This design comes from an exercise in tuning for small area on the open sky130 flow, not from production work.
Only simulation tests tie the RTL to the original design; equivalence was not proved.
The flow treats the clock pin as an ideal source, which a real chip does not have.
No activity file was given, so power comes from the tool's default toggle rates.

==> exp/zinc <==
// yarisc_core
module yarisc_core (
    input  wire        clk,
    input  wire        rst,           
    output wire        mem_req,
    output wire        mem_we,
    output wire [15:0] mem_addr,
    output wire [15:0] mem_wdata,
    input  wire        mem_ready,
    input  wire [15:0] mem_rdata,
    output wire        halted,
    output wire        panicked,
    output wire [1:0]  panic_code,
    input  wire [3:0]  dbg_sel,
    output wire [15:0] dbg_data
);
    localparam [3:0] S_LDIP   = 4'd0,
                     S_FETCH  = 4'd1,
                     S_INC    = 4'd3,
                     S_FETCH2 = 4'd2,
                     S_INC2   = 4'd6,
                     S_EX1    = 4'd7,
                     S_EX2    = 4'd5,
                     S_MEM    = 4'd4,
                     S_HALT   = 4'd12,
                     S_PAN1   = 4'd13,      
                     S_PAN2   = 4'd14,      
                     S_PAN3   = 4'd15,      
                     S_INCI   = 4'd11,      
                     S_CLR    = 4'd8;
    reg [3:0]  state;
    reg [15:0] x [0:7];               
    reg        flag_c, flag_z;
    reg [15:6] ir;                    
    reg [3:0]  op;                    
    reg [15:0] t;                     
    reg        badp;                  
    wire [5:0] wop = mem_rdata[5:0];
    wire w_legal = (wop == 6'h01) | (wop == 6'h02) | (wop == 6'h04) | (wop == 6'h10) |
                   (wop == 6'h11) | (wop == 6'h2A) | (wop == 6'h2C) | (wop == 6'h3E) |
                   (wop == 6'h3F);
    wire two_op   = !op[3] & !op[2];
    wire three_op = !op[3] &  op[2];
    wire is_mov   = two_op & op[0];
    wire is_ldr   = two_op & op[1];
    wire is_str   = two_op & !op[1] & !op[0];
    wire is_adc   = three_op & op[0];
    wire is_jmp   = op[3] & !op[2] & op[1];
    wire is_jcc   = op[3] & !op[2] & !op[1];
    wire is_hlt   = op[3] & op[2] & op[0];
    wire sel      = ir[15];
    wire loc      = ir[14];
    wire two_word = sel & (op[3] ? !op[2] : loc);
    wire short    = sel & !loc;
    wire [2:0] f_rd = ir[8:6];
    wire [2:0] f_ra = ir[11:9];
    wire [2:0] f_rb = ir[14:12];
  ...
==> flow/config.mk <==
export PLATFORM = sky130hd
export DESIGN_NAME = yarisc_core
export DESIGN_NICKNAME = yarisc_core
export VERILOG_FILES = /design/flow/design.v
export SDC_FILE = /design/flow/constraint.sdc
export NUM_CORES = 4
export LEC_CHECK = 0
export CAP_MARGIN = 20
export CORE_MARGIN = 2
export CORE_UTILIZATION = 65
export PLACE_DENSITY = 0.85
export SLEW_MARGIN = 20
export SYNTH_HIERARCHICAL = 1
export SYNTH_MINIMUM_KEEP_SIZE = 0
==> flow/constraint.sdc <==
create_clock -name core_clock -period 8.0 [get_ports {clk}]
set_input_delay 1.6000 -clock core_clock [delete_from_list [all_inputs] [get_ports {clk}]]
set_output_delay 1.6000 -clock core_clock [all_outputs]
set_load 0.01 [all_outputs]
standard.sh (not shown) runs the stock make flow with config.mk's settings and CLKGATE_MAP_FILE= SYNTH_SCRIPT=/design/flow/synth_recipe.tcl, a recipe that flattens the netlist after the stock synthesis.
==> flow/flow/run.sh <==
#!/bin/bash
# The standard layout (standard.sh) with these changes:
#  - synthesis maps the logic with an area-oriented ABC script (flow/area.abc);
#    flip-flops, their names and cell types are those of the standard synthesis;
#  - port buffers use the smallest buffer (buf_1) instead of the resizer's default pick;
#  - clock tree synthesis without dummy loads, with clkbuf_4 buffers; after it,
#    flow/post_cts.tcl gives clkbuf_16 to the root and clkbuf_8 to buffers whose
#    flip-flops would see a slow clock edge.
set -euo pipefail
here=$(pwd)
export FLOW_ABC_SCRIPT="$here/flow/area.abc"
export BUFFER_PORTS_ARGS="-buffer_cell sky130_fd_sc_hd__buf_1"
export CTS_ARGS="-sink_clustering_enable -repair_clock_nets -dont_use_dummy_load -buf_list sky130_fd_sc_hd__clkbuf_4"
export POST_CTS_TCL="$here/flow/post_cts.tcl"
sed "s#$here/synth_recipe.tcl#$here/flow/synth.tcl#" standard.sh > flow_standard.sh
grep -q "flow/synth.tcl" flow_standard.sh
bash flow_standard.sh > run_standard.log 2>&1
==> flow/flow/post_cts.tcl <==
# After CTS (clkbuf_4 tree): give clkbuf_16 to the root buffer and clkbuf_8 to
# every clock buffer whose flip-flop clock pins would see a slow edge; then
# legalize the placement again.
estimate_parasitics -placement
proc clk_sink_slew { inst } {
  set opin [get_pins -of_objects $inst -filter "direction==output"]
  set net [get_nets -of_objects $opin]
  set mx 0
  foreach p [get_pins -of_objects $net -filter "direction==input"] {
    set s [get_property $p slew_max]
    if { $s > $mx } { set mx $s }
  }
  return $mx
}
foreach inst [get_cells -hier clkbuf_0_*] {
  puts "post_cts: [get_full_name $inst] -> clkbuf_16"
  replace_cell $inst sky130_fd_sc_hd__clkbuf_16
}
estimate_parasitics -placement
for { set pass 0 } { $pass < 3 } { incr pass } {
  set changed 0
  foreach inst [get_cells -hier *] {
    if { [get_property $inst ref_name] ne "sky130_fd_sc_hd__clkbuf_4" } { continue }
    set name [get_full_name $inst]
    if { [clk_sink_slew $inst] > 0.118 } {
      puts "post_cts: $name -> clkbuf_8"
      replace_cell $inst sky130_fd_sc_hd__clkbuf_8
      incr changed
    }
  }
  if { $changed == 0 } { break }
  estimate_parasitics -placement
}
foreach inst [get_cells -hier *] {
  if { [string match *clkbuf* [get_property $inst ref_name]] } {
    puts "post_cts: [get_full_name $inst] [get_property $inst ref_name] [clk_sink_slew $inst]"
  }
}
detailed_placement
check_placement -verbose
Other scripts of this flow, unchanged in this note and not shown: flow/flow/area.abc, flow/flow/synth.tcl
==> exp/lagoon (differences from exp/zinc) <==
--- a/flow/design.v
+++ b/flow/design.v
@@ -17,28 +17,25 @@
                      S_FETCH  = 4'd1,
                      S_INC    = 4'd3,
                      S_FETCH2 = 4'd2,
                      S_INC2   = 4'd6,
                      S_EX1    = 4'd7,
                      S_EX2    = 4'd5,
                      S_MEM    = 4'd4,
                      S_HALT   = 4'd12,
-                     S_PAN1   = 4'd13,      
-                     S_PAN2   = 4'd14,      
-                     S_PAN3   = 4'd15,      
-                     S_INCI   = 4'd11,      
+                     S_PANIC  = 4'd13,
                      S_CLR    = 4'd8;
     reg [3:0]  state;
     reg [15:0] x [0:7];               
     reg        flag_c, flag_z;
     reg [15:6] ir;                    
     reg [3:0]  op;                    
     reg [15:0] t;                     
-    reg        badp;                  
+    reg [1:0]  pcode;                 
     wire [5:0] wop = mem_rdata[5:0];
     wire w_legal = (wop == 6'h01) | (wop == 6'h02) | (wop == 6'h04) | (wop == 6'h10) |
                    (wop == 6'h11) | (wop == 6'h2A) | (wop == 6'h2C) | (wop == 6'h3E) |
                    (wop == 6'h3F);
     wire two_op   = !op[3] & !op[2];
     wire three_op = !op[3] &  op[2];
     wire is_mov   = two_op & op[0];
     wire is_ldr   = two_op & op[1];
@@ -59,23 +56,23 @@
         (three_op & sel & loc & ir[12]) |
         (is_jmp   & sel & |ir[14:6]) |
         (is_jcc   & (sel ? |ir[13:8] : ir[8])) |
         (op[3] & op[2] & |ir[15:6]);
     wire [1:0] jm    = {flag_z, flag_c} & ir[7:6];
     wire jcc_taken   = ir[14] ? (jm == 2'b00) : (jm != 2'b00);
         wire st_ldip  = (state == S_LDIP);
     wire st_fetch = (state == S_FETCH);
-    wire st_inc   = (state == S_INC) | (state == S_INCI);
+    wire st_inc   = (state == S_INC);
     wire st_fetch2= (state == S_FETCH2);
     wire st_inc2  = (state == S_INC2);
     wire st_ex1   = (state == S_EX1);
     wire st_ex2   = (state == S_EX2);
     wire st_mem   = (state == S_MEM);
-    wire stopped  = (state == S_HALT) | panicked;
+    wire stopped  = (state == S_HALT) | (state == S_PANIC);
     wire st_clr   = (state == S_CLR);
     reg [2:0] rsel;
     always @(*) begin
         if (st_ldip | st_inc | st_inc2)  rsel = 3'd7;
         else if (st_ex1)                      rsel = three_op ? f_rb : f_ra;
         else if (st_ex2)                      rsel = (three_op & short) ? f_rd : f_ra;
         else                                  rsel = f_rd;
     end
@@ -107,68 +104,73 @@
     wire rd_wr = (st_ex2 & (is_mov | three_op)) | (st_mem & mem_ready & is_ldr);
     wire [2:0] waddr = ip_wr ? 3'd7 : f_rd;
     wire t_wr = st_ldip | st_inc | (st_fetch2 & mem_ready) | (st_ex1 & !two_word);
     assign mem_req   = st_fetch | st_fetch2 | st_mem;
     assign mem_we    = st_mem & is_str;
     assign mem_addr  = t;
     assign mem_wdata = r;
     assign halted     = (state == S_HALT);
-    assign panicked   = (state == S_PAN1) | (state == S_PAN2) | (state == S_PAN3);
-    assign panic_code = {(state == S_PAN2) | (state == S_PAN3), (state == S_PAN1) | (state == S_PAN3)};
+    assign panicked   = (state == S_PANIC);
+    assign panic_code = pcode & {2{panicked}};
     assign dbg_data   = r;
-    wire [3:0] s_end = badp ? S_PAN3 : is_hlt ? S_HALT : S_LDIP;
+    wire [3:0] s_end = (pcode == 2'd3) ? S_PANIC : is_hlt ? S_HALT : S_LDIP;
     wire [15:0] wdat = wbus;
     wire [7:0]  wen  = ({8{ip_wr | rd_wr}} & (8'd1 << waddr)) | {8{st_clr}};
     integer i;
     always @(posedge clk)
         for (i = 0; i < 8; i = i + 1)
             if (wen[i]) x[i] <= wdat;
     always @(posedge clk) begin
-        if (state == S_INC) badp <= bad_bits;
         if (t_wr) t <= wbus;
         if (st_fetch & mem_ready) begin
             ir <= mem_rdata[15:6];
             op <= {mem_rdata[5], mem_rdata[4], mem_rdata[1], mem_rdata[0]};
         end
     end
     always @(posedge clk) begin
         if (rst) begin
             state  <= S_CLR;
             flag_c <= 1'b0;
             flag_z <= 1'b0;
+            pcode  <= 2'd0;
         end else begin
             if (st_ex2 & (is_mov | three_op))
                 flag_z <= (sum[15:0] == 16'h0000);
             if (st_ex2 & three_op)
                 flag_c <= sum[16];
             case (state)
                 S_LDIP: begin
-                    if (r[0])
-                        state <= S_PAN2;
-                    else
+                    if (r[0]) begin
+                        pcode <= 2'd2;
+                        state <= S_PANIC;
+                    end else
                         state <= S_FETCH;
                 end
                 S_FETCH: begin
-                    if (mem_ready)
-                        state <= w_legal ? S_INC : S_INCI;
-                end
-                S_INCI: state <= S_PAN1;
+                    if (mem_ready) begin
+                        pcode <= {1'b0, !w_legal};
+                        state <= S_INC;
+                    end
+                end
                 S_INC: begin
-                    if (two_word) state <= S_FETCH2;
-                    else          state <= S_EX1;
+                    if (!pcode[0]) pcode <= {2{bad_bits}};
+                    if (pcode == 2'd1)  state <= S_PANIC;
+                    else if (two_word)  state <= S_FETCH2;
+                    else                state <= S_EX1;
                 end
                 S_FETCH2: if (mem_ready) state <= S_INC2;
                 S_INC2:   state <= S_EX1;
                 S_EX1:    state <= S_EX2;
                 S_EX2: begin
                     if (two_op & !is_mov) begin
-                        if (t[0])
-                            state <= S_PAN2;
-                        else
+                        if (t[0]) begin
+                            pcode <= 2'd2;
+                            state <= S_PANIC;
+                        end else
                             state <= S_MEM;
                     end else
                         state <= s_end;
                 end
                 S_MEM: if (mem_ready) state <= s_end;
                 S_CLR: state <= S_LDIP;
                 default: ;
             endcase
==> flow/flow/run.sh (replaced) <==
#!/bin/bash
# The standard layout (standard.sh) with these changes:
#  - synthesis maps the logic with an area-oriented ABC script (flow/area.abc);
#    flip-flops, their names and cell types are those of the standard synthesis;
#  - port buffers use the smallest buffer (buf_1) instead of the resizer's default pick;
#  - clock tree synthesis without dummy loads, with clkbuf_4 buffers; after it,
#    flow/post_cts.tcl gives clkbuf_8 to the root and to buffers whose
#    flip-flops would see a slow clock edge.
set -euo pipefail
here=$(pwd)
export FLOW_ABC_SCRIPT="$here/flow/area.abc"
export BUFFER_PORTS_ARGS="-buffer_cell sky130_fd_sc_hd__buf_1"
export CTS_ARGS="-sink_clustering_enable -repair_clock_nets -dont_use_dummy_load -buf_list sky130_fd_sc_hd__clkbuf_4"
export POST_CTS_TCL="$here/flow/post_cts.tcl"
sed "s#$here/synth_recipe.tcl#$here/flow/synth.tcl#" standard.sh > flow_standard.sh
grep -q "flow/synth.tcl" flow_standard.sh
bash flow_standard.sh > run_standard.log 2>&1
==> flow/flow/post_cts.tcl (replaced) <==
# After CTS (clkbuf_4 tree): give clkbuf_8 to every clock buffer whose
# flip-flop clock pins would see a slow edge, and to the root buffer; then
# legalize the placement again.
estimate_parasitics -placement
proc clk_sink_slew { inst } {
  set opin [get_pins -of_objects $inst -filter "direction==output"]
  set net [get_nets -of_objects $opin]
  set mx 0
  foreach p [get_pins -of_objects $net -filter "direction==input"] {
    set s [get_property $p slew_max]
    if { $s > $mx } { set mx $s }
  }
  return $mx
}
for { set pass 0 } { $pass < 3 } { incr pass } {
  set changed 0
  foreach inst [get_cells -hier *] {
    if { [get_property $inst ref_name] ne "sky130_fd_sc_hd__clkbuf_4" } { continue }
    set name [get_full_name $inst]
    if { [string match clkbuf_0_* $name] || [clk_sink_slew $inst] > 0.095 } {
      puts "post_cts: $name -> clkbuf_8"
      replace_cell $inst sky130_fd_sc_hd__clkbuf_8
      incr changed
    }
  }
  if { $changed == 0 } { break }
  estimate_parasitics -placement
}
foreach inst [get_cells -hier *] {
  if { [string match *clkbuf* [get_property $inst ref_name]] } {
    puts "post_cts: [get_full_name $inst] [get_property $inst ref_name] [clk_sink_slew $inst]"
  }
}
detailed_placement
check_placement -verbose
==> flow/config.mk (replaced) <==
export PLATFORM = sky130hd
export DESIGN_NAME = yarisc_core
export DESIGN_NICKNAME = yarisc_core
export VERILOG_FILES = /design/flow/design.v
export SDC_FILE = /design/flow/constraint.sdc
export NUM_CORES = 4
export LEC_CHECK = 0
export CAP_MARGIN = 20
export CORE_MARGIN = 2
export CORE_UTILIZATION = 40
export PLACE_DENSITY = 0.6
export SLEW_MARGIN = 20
export SYNTH_HIERARCHICAL = 1
export SYNTH_MINIMUM_KEEP_SIZE = 0
==> run notes <==
quantity                                                         exp/lagoon                exp/zinc
Total area of sequential cells                                   4905 sq um              4896 sq um
Placed Cells                                                            846                     744
Worst-Margin Slew                                                  1.152 ns                1.209 ns
Switching share of total power                                       0.4017                  0.3707
First-pass iteration count of the detailed router                         5                       8
Slack of the critical path                                        0.4743 ns               0.3737 ns
Growth of design area from synthesis to finish                       11.83%                  9.891%
Final clock-cell share                                              0.02451                 0.02036
Iteration-0 DRC Markers                                                 808                     861
Crit path max-delay cell type                      sky130_fd_sc_hd__dfxtp_1  sky130_fd_sc_hd__or3_1
Number of multi-input combinational cells                               329                     318
Met2 layer usage reported by global route                            0.3458                  0.5162
Status                                                       finished clean          finished clean
Cell count after synthesis                                              536                     523
Synthesized-area fraction occupied by adder cells                   0.04399                 0.04441
Vias after detailed routing                                           5,296                   5,503

port drivers added, routing unchanged:
The results above use ideal ports. As a check the final layouts listed here were re-extracted and re-timed, cells and wires unchanged.
Step 1 (the two cells are an assumption about what drives the block):
set clk [get_ports {clk}]
set_driving_cell -lib_cell sky130_fd_sc_hd__clkbuf_16 $clk
set_driving_cell -lib_cell sky130_fd_sc_hd__buf_2 [delete_from_list [all_inputs] $clk]
Step 2 moves the port delays by t, midway between the first and last clock arrival at a register: inputs arrive t later, outputs are due t later. That takes back most of the time a late clock gives input paths.
a / b / c = ideal / step 1 / step 2; a / b = the first two.
run	t (ns)	slack for setup (ns)	worst hold slack (ns)	worst setup path after step 2	latest minus earliest clock arrival (ns)
exp/zinc	0.397	0.374 / 0.374 / 0.374	0.554 / 0.554 / 0.554	register to register	0.034 / 0.033
exp/lagoon	0.478	0.474 / 0.474 / 0.474	0.534 / 0.534 / 0.534	register to register	0.031 / 0.032
After both steps setup and hold are still met in every run listed.
